This is an optimization exercise on Yosys and OpenROAD, whose aim is small area, a short achievable clock period and few clock cycles per item, not a production implementation. The RTL was checked by simulation tests, not by an equivalence proof against the original design.

run A:
// pbkdf2_iter
module pbkdf2_iter (
    input  wire         clk,
    input  wire         rst,           
    input  wire         in_valid,
    output wire         in_ready,
    input  wire [255:0] istate,
    input  wire [255:0] ostate,
    input  wire [255:0] u1,
    input  wire [16:0]  iterations,    
    output reg          out_valid,
    output wire [255:0] dk
);
clock: 10.0 ns
lec_check: 0
cap_margin: 20
core_margin: 2
core_utilization: 60
place_density: 0.7
setup_slack_margin: 5
slew_margin: 20
tns_end_percent: 100
standard.sh (not shown) runs the stock make flow with config.mk's settings and CLKGATE_MAP_FILE= SYNTH_SCRIPT=/design/flow/synth_recipe.tcl, a recipe that flattens the netlist after the stock synthesis.
==> flow/flow/run.sh <==
#!/bin/bash
# Standard ORFS layout (the standard.sh, unchanged synthesis, floorplan,
# power grid and tap cells), with two changes:
#  * ports are buffered with sky130_fd_sc_hd__buf_1 instead of the default
#    choice (every input and output port still gets its own buffer);
#  * clock tree: no dummy loads, smaller clock buffers.
set -euo pipefail
export BUFFER_PORTS_ARGS="-buffer_cell sky130_fd_sc_hd__buf_1"
export CTS_ARGS="-sink_clustering_enable -repair_clock_nets -dont_use_dummy_load -buf_list {sky130_fd_sc_hd__clkbuf_8 sky130_fd_sc_hd__clkbuf_16} -sink_clustering_size 20 -sink_clustering_max_diameter 60"
bash standard.sh finish > standard_flow.log 2>&1
Per the final summary, run A finished and its layout is clean on timing, DRC and antenna.
Testbench counts of run A, summed over its fixed seeds: cycles 230,632, iterations 1,846.
## Diff of input files: run B against run A
==> flow/flow/run.sh <==
#!/bin/bash
# Standard ORFS layout (the standard.sh, unchanged synthesis, floorplan,
# power grid and tap cells), with two changes:
#  * ports are buffered with sky130_fd_sc_hd__buf_1 instead of the default
#    choice (every input and output port still gets its own buffer);
#  * clock tree: no dummy loads, smaller clock buffers;
#  * timing repair aims 7 ns below the clock period (it repairs harder).
set -euo pipefail
export BUFFER_PORTS_ARGS="-buffer_cell sky130_fd_sc_hd__buf_1"
export CTS_ARGS="-sink_clustering_enable -repair_clock_nets -dont_use_dummy_load -buf_list {sky130_fd_sc_hd__clkbuf_8 sky130_fd_sc_hd__clkbuf_16} -sink_clustering_size 30 -sink_clustering_max_diameter 80"
bash standard.sh SETUP_SLACK_MARGIN=7 finish > standard_flow.log 2>&1
### Flow results
- For run B, the flow was terminated by a tool error in global routing and produced no final design.
- Run B ends up with a post-CTS repair timing setup buffer count that is 274 higher than in run A.
- When run B is set beside run A, its placer's final routability congestion estimate turns out to be about 10% larger.
- Cell area after placement in run B is about 0.9% higher than in run A
For run C, these inputs were changed with respect to run B:
- CORE_UTILIZATION changed from 60 to 50
- PLACE_DENSITY changed from 0.7 to 0.6
==> flow/run.sh (new file) <==
#!/bin/bash
# synth_recipe.tcl (not shown) runs the flow's synth.tcl, then flattens the netlist and writes it again
# the make line also repeats each setting of config.mk as NAME=value (left out here)
make -C /OpenROAD-flow-scripts/flow DESIGN_CONFIG=/design/flow/config.mk WORK_HOME=/design/flow/orfs CLKGATE_MAP_FILE= SYNTH_SCRIPT=/design/flow/synth_recipe.tcl finish
removed: flow/flow/run.sh
removed: flow/standard.sh
[summary]
In summary, run C completed successfully, with a layout that passed the timing, DRC and antenna checks. In the reports for run B and run C, the smaller final weighted congestion in routability-driven placement belongs to run C. Netlist area before placement delta (run B -> run C): insignificant. Going from run B to run C, detailed-placement wirelength estimate went down by about 6%, instance area at placement went up by 8.6%. Placed cell count for run C is higher than for run B. Between run C and run B, it is run C whose number of resized instances in the post-cts repair step is lower, by 1375.
### run C -> run D
==> flow/flow/run.sh (new file) <==
#!/bin/bash
# Standard ORFS layout (the standard.sh, unchanged synthesis, floorplan,
# power grid and tap cells), with two changes:
#  * ports are buffered with sky130_fd_sc_hd__buf_1 instead of the default
#    choice (every input and output port still gets its own buffer);
#  * clock tree: no dummy loads, smaller clock buffers.
set -euo pipefail
export BUFFER_PORTS_ARGS="-buffer_cell sky130_fd_sc_hd__buf_1"
export CTS_ARGS="-sink_clustering_enable -repair_clock_nets -dont_use_dummy_load -buf_list {sky130_fd_sc_hd__clkbuf_8 sky130_fd_sc_hd__clkbuf_16} -sink_clustering_size 20 -sink_clustering_max_diameter 60"
bash standard.sh finish > standard_flow.log 2>&1
==> flow/standard.sh (new file) <==
#!/bin/bash
# synth_recipe.tcl (not shown) runs the flow's synth.tcl, then flattens the netlist and writes it again
# the make line also repeats each setting of config.mk as NAME=value (left out here)
make -C /OpenROAD-flow-scripts/flow DESIGN_CONFIG=/design/flow/config.mk WORK_HOME=/design/flow/orfs CLKGATE_MAP_FILE= SYNTH_SCRIPT=/design/flow/synth_recipe.tcl "${@:-finish}"
removed: flow/run.sh
--- outcome ---
Summary — global-route usage, run D relative to run C: lower, by 0.28 points.
Via count of run D falls short of that of run C slightly.
Status | run C and run D | clean
In the flow results for run C and run D, the final critical delay including setup and external delays is larger on run D.
Relative to run C, run D degrades smallest setup slack after layout.
On final area, the higher figure sits with run C, not run D.
Number of DRC markers after the initial detailed-route iteration in run D is about 3.3% higher than in run C

-- static timing again, ports no longer ideal --
How much do the figures lean on ideal ports? The routed layouts below were timed once more, with nothing changed but the port constraints.
Step 1 (the two cells are an assumption about what drives the block):
set clk [get_ports {clk}]
set_driving_cell -lib_cell sky130_fd_sc_hd__clkbuf_16 $clk
set_driving_cell -lib_cell sky130_fd_sc_hd__buf_2 [delete_from_list [all_inputs] $clk]
Step 2 moves the port delays by t, midway between the first and last clock arrival at a register: inputs arrive t later, outputs are due t later. That takes back most of the time a late clock gives input paths.
Slacks: no drivers / after step 1 / after step 2; pairs: no drivers / after step 1.
run	shift t [ns]	slack for setup (ns)	worst data-port slew with drivers (ns)
run A	0.791	4.831 / 4.831 / 4.831	0.22
run C	0.870	4.800 / 4.800 / 4.800	0.29
run D	0.819	4.759 / 4.759 / 4.759	0.31
After both steps every run listed still meets setup and hold.
